Background: an optimization exercise with open tools, aiming at small area, a short achievable clock period and few clock cycles per item. Do not read the settings as production practice. Power is estimated from default activity; no workload was simulated.

// modbus_engine
module modbus_engine #(
    parameter N_COIL    = 64,
    parameter N_DI      = 32,
    parameter N_HR      = 32,
    parameter N_IR      = 16,
    parameter BASE_COIL = 16'h0010,
    parameter BASE_DI   = 16'h0200,
    parameter BASE_HR   = 16'h0100,
    parameter BASE_IR   = 16'h0300,
    parameter EXC_ADDR  = 8'h02
) (
    input  wire               clk,
    input  wire               rst,
    input  wire               rx_valid,
    input  wire [7:0]         rx_data,
    output wire               rx_ready,
    output wire               tx_valid,
    output wire [7:0]         tx_data,
    output wire               tx_last,
    input  wire               tx_ready,
    input  wire [N_DI-1:0]    di_in,
    input  wire [16*N_IR-1:0] ir_in
);
==> flow/config.mk <==
export PLATFORM = sky130hd
export DESIGN_NAME = modbus_engine
export DESIGN_NICKNAME = modbus_engine
export VERILOG_FILES = /design/flow/design.v
export SDC_FILE = /design/flow/constraint.sdc
export NUM_CORES = 4
export LEC_CHECK = 0
export CAP_MARGIN = 60
export CORE_MARGIN = 2
export CORE_UTILIZATION = 50
export CTS_CLUSTER_DIAMETER = 70
export CTS_CLUSTER_SIZE = 30
export PLACE_DENSITY = 0.6
export SLEW_MARGIN = 60
==> flow/constraint.sdc <==
create_clock -name core_clock -period 12.0 [get_ports {clk}]
set_input_delay 2.4000 -clock core_clock [delete_from_list [all_inputs] [get_ports {clk}]]
set_output_delay 2.4000 -clock core_clock [all_outputs]
set_load 0.01 [all_outputs]
standard.sh (not shown) runs the stock make flow with config.mk's settings and CLKGATE_MAP_FILE= SYNTH_SCRIPT=/design/flow/synth_recipe.tcl, a recipe that flattens the netlist after the stock synthesis.
==> flow/flow/run.sh <==
#!/bin/bash
# The standard layout; only the port buffer cell is chosen here (buf_2
# instead of the buffer ORFS picks by default). Every tool's output goes to
# standard.log in this folder.
export BUFFER_PORTS_ARGS="-buffer_cell sky130_fd_sc_hd__buf_2"
bash standard.sh > standard.log 2>&1
==> next run, changes <==
--- a/flow/design.v
+++ b/flow/design.v
@@ -20,13 +20,12 @@
     input  wire               tx_ready,
     input  wire [N_DI-1:0]    di_in,
     input  wire [16*N_IR-1:0] ir_in
 );
     integer i, b;
     reg         rdy_q;       
-    reg         fld_q;       
     reg  [4:0]  pos;         
     reg  [15:0] rem;         
     reg         rem1;        
     reg         rhz;         
     reg         decided;     
     reg         dec_q;       
@@ -200,13 +199,13 @@
     wire       dbub1 = dec1  && p1ge9 && k0f;                           
     wire       hb0 = (!decided && pos  >= 5'd9 && pos  == dpos && hz_dec) || (wnz0 && hz_dat);
     wire       hb1 = (!decd1   && p1ge9 && p1dp && hz_dec) || (wnz1 && hz_dat);
     wire       rdy0 = !bf0 && !hb0;
     wire       rdy1 = !bf1 && !dbub1 && !hb1;
     always @(posedge clk) begin
-        if (fld_q) begin
+        if (rdy_q) begin
             if (pos == 5'd0)  f0  <= rx_data;
             if (pos == 5'd1)  f1  <= rx_data;
             if (pos == 5'd2)  f2  <= rx_data;
             if (pos == 5'd3)  f3  <= rx_data;
             if (pos == 5'd6)  f6  <= rx_data;
             if (pos == 5'd7)  f7  <= rx_data;
@@ -260,15 +259,15 @@
         end
         if (ex2_q && k16) begin
             we_q <= rc_ok;
             wa_q <= {1'b0, f9[4:0]};
             wd_q <= (rw_q & Q) | (WA & ~Q);
         end
-        if (hi_dec)
+        if (rdy_q && hi_dec)
             wd_q[15:8] <= rx_data;
-        if (wleft != 7'd0 && !dec_q) begin
+        if (rdy_q && wleft != 7'd0 && !dec_q) begin
             wa_q <= wptr;
             cm_q <= cmask;
             if (w0f || wleft[0])
                 wd_q[7:0] <= rx_data;
             else
                 wd_q[15:8] <= rx_data;
@@ -279,13 +278,12 @@
                 cwe_q <= rc_ok;
             else if (wleft[0])
                 we_q  <= rc_ok;
         end
         if (rst) begin
             rdy_q    <= 1'b0;
-            fld_q    <= 1'b0;
             pos      <= 5'd0;
             hdr_ok   <= 1'b0;
             tstarted <= 1'b0;
             decided  <= 1'b0;
             dec_q    <= 1'b0;
             ex_q     <= 1'b0;
@@ -293,13 +291,12 @@
             pend     <= 1'b0;
             wleft    <= 7'd0;
             we_q     <= 1'b0;
             cwe_q    <= 1'b0;
         end else begin
             rdy_q <= fire ? rdy1 : rdy0;
-            fld_q <= fire ? !bf1 : !bf0;
             dec_q <= fire && trig;
             ex_q  <= dec_q;
             ex2_q <= ex_q;
             pend  <= pend_n;
             tstarted <= fire ? tst1 : tst0;
             hdr_ok   <= fire ? (pos == 5'd5 ? !(rhz && rx_data[7:1] == 7'd0) : hdr_ok & !last_r) : hdr_ok;
Final area drops by 1.2%; sequential share of layout area climbs by 0.58 points; die area drops by 0.40%; total power drops by 13%; setup slack improves by 0.061 ns; routed wire length drops by 6.7%; non-clock buffer count climbs by 7; worst hold slack degrades by 0.012 ns; critical path depth drops by 7.
No run of this note included a check of the RTL's function; only the layout flow was run.

* * *

modbus_engine, a different RTL version from the one above (not shown whole).
Size in the first run: about 940 flip-flops.
## modbus_engine
module modbus_engine #(
    parameter N_COIL    = 64,
    parameter N_DI      = 32,
    parameter N_HR      = 32,
    parameter N_IR      = 16,
    parameter BASE_COIL = 16'h0010,
    parameter BASE_DI   = 16'h0200,
    parameter BASE_HR   = 16'h0100,
    parameter BASE_IR   = 16'h0300,
    parameter EXC_ADDR  = 8'h02
) (
    input  wire               clk,
    input  wire               rst,
    input  wire               rx_valid,
    input  wire [7:0]         rx_data,
    output wire               rx_ready,
    output wire               tx_valid,
    output wire [7:0]         tx_data,
    output wire               tx_last,
    input  wire               tx_ready,
    input  wire [N_DI-1:0]    di_in,
    input  wire [16*N_IR-1:0] ir_in
);
    integer i, b;
    reg         rdy_q;       
    reg  [4:0]  pos;         
    reg  [4:0]  posp1;       
    reg  [15:0] rem;         
    reg         rem1;        
    reg         rhz;         
  ...
==> flow/config.mk <==
export PLATFORM = sky130hd
export DESIGN_NAME = modbus_engine
export DESIGN_NICKNAME = modbus_engine
export VERILOG_FILES = /design/flow/design.v
export SDC_FILE = /design/flow/constraint.sdc
export NUM_CORES = 4
export LEC_CHECK = 0
export CAP_MARGIN = 60
export CORE_MARGIN = 2
export CORE_UTILIZATION = 50
export CTS_CLUSTER_DIAMETER = 70
export CTS_CLUSTER_SIZE = 30
export PLACE_DENSITY = 0.6
export SLEW_MARGIN = 60
==> flow/constraint.sdc <==
create_clock -name core_clock -period 12.0 [get_ports {clk}]
set_input_delay 2.4000 -clock core_clock [delete_from_list [all_inputs] [get_ports {clk}]]
set_output_delay 2.4000 -clock core_clock [all_outputs]
set_load 0.01 [all_outputs]
Scripts as last shown in full above: flow/flow/run.sh
Then changed:
--- a/flow/design.v
+++ b/flow/design.v
@@ -15,25 +15,24 @@
     input  wire [7:0]         rx_data,
     output wire               rx_ready,
     output wire               tx_valid,
     output wire [7:0]         tx_data,
     output wire               tx_last,
     input  wire               tx_ready,
     input  wire [N_DI-1:0]    di_in,
     input  wire [16*N_IR-1:0] ir_in
 );
     integer i, b;
     reg         rdy_q;       
     reg  [4:0]  pos;         
-    reg  [4:0]  posp1;       
     reg  [15:0] rem;         
     reg         rem1;        
     reg         rhz;         
     reg         decided;     
     reg         dec_q;       
     reg         short_q;     
     reg         pend;        
     reg  [1:0]  rc_q;        
     reg         p_hr, p_coil, p_reg;  
     reg         rc_ok;       
     reg         ex_q;        
     reg         ex2_q;       
@@ -159,36 +158,38 @@
     wire [7:0]  cmask   = (wleft >= 7'd8) ? 8'hFF : ((8'd1 << wleft[2:0]) - 8'd1);
     wire        wdat    = wleft != 7'd0;
     wire [6:0]  wl_dec  = short_q ? 7'd0 : k0f ? Q[6:0] : k10 ? f12[6:0] : k17 ? f16[6:0] : 7'd0;
     wire [6:0]  wl_dm1  = short_q ? 7'd0 : k10 ? f12[6:0] - 7'd1 : f16[6:0] - 7'd1;
     wire        hi_dec  = dec_q && (k10 || k17) && !short_q;
     wire [6:0]  wl_dn   = !wdat ? 7'd0 : w0f ? ((wleft > 7'd8) ? wleft - 7'd8 : 7'd0) : wleft - 7'd1;
     wire [6:0]  wl0     = dec_q ? wl_dec : wleft;
     wire [6:0]  wl1     = dec_q ? (hi_dec ? wl_dm1 : wl_dec) : last_r ? 7'd0 : wl_dn;
     wire [5:0]  wp_dec  = k0f ? ca[5:0] : k10 ? {1'b0, f9[4:0]} : {1'b0, f13[4:0]};
     wire [5:0]  wp0     = dec_q ? wp_dec : wptr;
     wire [5:0]  wp1     = dec_q ? wp_dec : (wdat && w0f) ? wptr + 6'd8 :
                           (wdat && wleft[0]) ? wptr + 6'd1 : wptr;
-    wire [4:0] pos1     = last_r ? 5'd0 : posp1;
+    wire [4:0] pos1     = last_r ? 5'd0 : (pos == 5'd17) ? pos : pos + 5'd1;
     wire       p1le13   = last_r || pos <= 5'd12;                      
     wire       p1ge9    = !last_r && pos >= 5'd8;                      
     wire       p1dp     = !last_r && pos == dpm1;                      
     wire       dec1     = trig;
     wire       decd1    = last_r ? 1'b0 : (trig | decided);
     wire       pend_n   = dec_q | (pend & !tx_load);
     wire       tact_n   = tx_start | (tx_act & !(gen_adv && t_last));
     wire [6:0] pz0      = {2'b00, pos};
-    wire [6:0] pz1      = last_r ? 7'd0 : (pos == 5'd17) ? pz0 : pz0 + 7'd1;
-    wire       ole0     = tx_start || (gen_adv ? (o < pz0) : (o <= pz0));
-    wire       ole1     = tx_start || (gen_adv ? (o < pz1) : (o <= pz1));
+    wire       o_le_p   = o <= pz0;
+    wire       o_eq_p1  = o == pz0 + 7'd1;
+    wire       ole0     = tx_start || (gen_adv ? (o < pz0) : o_le_p);
+    wire       ole1     = tx_start || (last_r ? (!gen_adv && o == 7'd0) :
+                                       gen_adv ? o_le_p : (o_le_p || o_eq_p1));
     wire       tst_s    = tx_early | decided;                        
     wire       tst0     = tx_start ? tst_s : tstarted;
     wire       tst1     = tx_start ? (tst_s & !last_r) : (tstarted & !last_r);
     wire       hr_n     = tx_hr_rd   | (tx_load & p_hr);
     wire       coil_n   = tx_coil_rd | (tx_load & p_coil);
     wire       reg_n    = tx_reg_rd  | (tx_load & p_reg);
     wire       wnz0     = dec_q ? datafc : (wleft != 7'd0);
     wire       wnz1     = dec_q ? datafc : !last_r && (w0f ? (wleft > 7'd8) : (wleft > 7'd1));
     wire       hz_dec   = (k05 & coil_n) | (k06 & hr_n) | (k16 & (hr_n | reg_n));
     wire       w0f_n    = dec_q ? k0f : w0f;
     wire       hz_dat   = pend_n & (w0f_n ? coil_n : hr_n);           
     wire       desc_n   = any_load | (tx_desc & !tx_start);
@@ -272,45 +273,43 @@
                 wd_q[15:8] <= rx_data;
         end
         wptr <= fire ? wp1 : wp0;
         if (fire && wdat) begin
             if (w0f)
                 cwe_q <= rc_ok;
             else if (wleft[0])
                 we_q  <= rc_ok;
         end
         if (rst) begin
             rdy_q    <= 1'b0;
             pos      <= 5'd0;
-            posp1    <= 5'd1;
             hdr_ok   <= 1'b0;
             tstarted <= 1'b0;
             decided  <= 1'b0;
             dec_q    <= 1'b0;
             ex_q     <= 1'b0;
             ex2_q    <= 1'b0;
             pend     <= 1'b0;
             wleft    <= 7'd0;
             we_q     <= 1'b0;
             cwe_q    <= 1'b0;
         end else begin
             rdy_q <= fire ? rdy1 : rdy0;
             dec_q <= fire && trig;
             ex_q  <= dec_q;
             ex2_q <= ex_q;
             pend  <= pend_n;
             tstarted <= fire ? tst1 : tst0;
             hdr_ok   <= fire ? (pos == 5'd5 ? !(rhz && rx_data[7:1] == 7'd0) : hdr_ok & !last_r) : hdr_ok;
             pos      <= fire ? (last5 ? 5'd0 : pos1) : pos;
-            posp1    <= fire ? ((last5 || last_r) ? 5'd1 : (posp1 == 5'd17) ? posp1 : posp1 + 5'd1) : posp1;
             decided  <= fire ? decd1 : decided;
             wleft    <= fire ? wl1 : wl0;
         end
     end
     wire [15:0] hwd  = rst_q ? 16'd0 : wd_q;
     wire [15:0] dwin = {8'd0, wd_q[7:0]} << wa_q[2:0];
     wire [15:0] mwin = {8'd0, cm_q} << wa_q[2:0];
     wire [3:0]  cg   = {1'b0, wa_q[5:3]};
     always @(posedge clk) begin
         for (i = 0; i < 32; i = i + 1)
             if (rst_q || (we_q && wa_q[4:0] == i))
                 hr[16*i +: 16] <= hwd;
The changed run passed the timing, DRC and antenna checks.
Routed wire length falls by 1.0%.
Synthesized cell count is lower by 1.5%.
Synthesized area fell by 1.1%.
First-iteration DRC count decreases by 0.85%.
Design area fell by 0.32%.
Setup slack is worse by 0.25 ns.
Count of clock-buffer cells in the layout came out higher by 2.
Core utilization is about the same.
Total power fell by 8.2%.
Via count came out lower by 0.85%.
Final cell count is lower by 1.7%.
Combinational power goes down by 36%.
No functional check of the RTL was part of any run of this note.

-- re-timing with driven ports --
The results above use ideal ports. As a check the final layouts listed here were re-extracted and re-timed, cells and wires unchanged. Step 1, drivers: a clkbuf_16 drives clk and a buf_2 each remaining input, both assumed. Step 2, shift: input delay + t, output delay - t, t = (earliest + latest rising clock arrival at the registers) / 2. This alone moves slack from input paths to output paths. Three values: ideal, step 1, step 2; two values: the first two.
run	t, ns	slack for setup (ns)	cell pins on the clock port's net
the first run of note 1	0.748	8.077 / 8.119 / 7.372	1
the second run of note 1	0.735	8.139 / 8.069 / 7.561	1
the first run of note 2	0.727	8.030 / 7.991 / 7.350	1
the second run of note 2	0.766	7.784 / 7.831 / 7.066	1
After both steps every run listed still meets setup and hold. The setup slack of the second run of note 2, which loses most, moves by +0.047 ns with the drivers and by -0.718 ns with both steps.
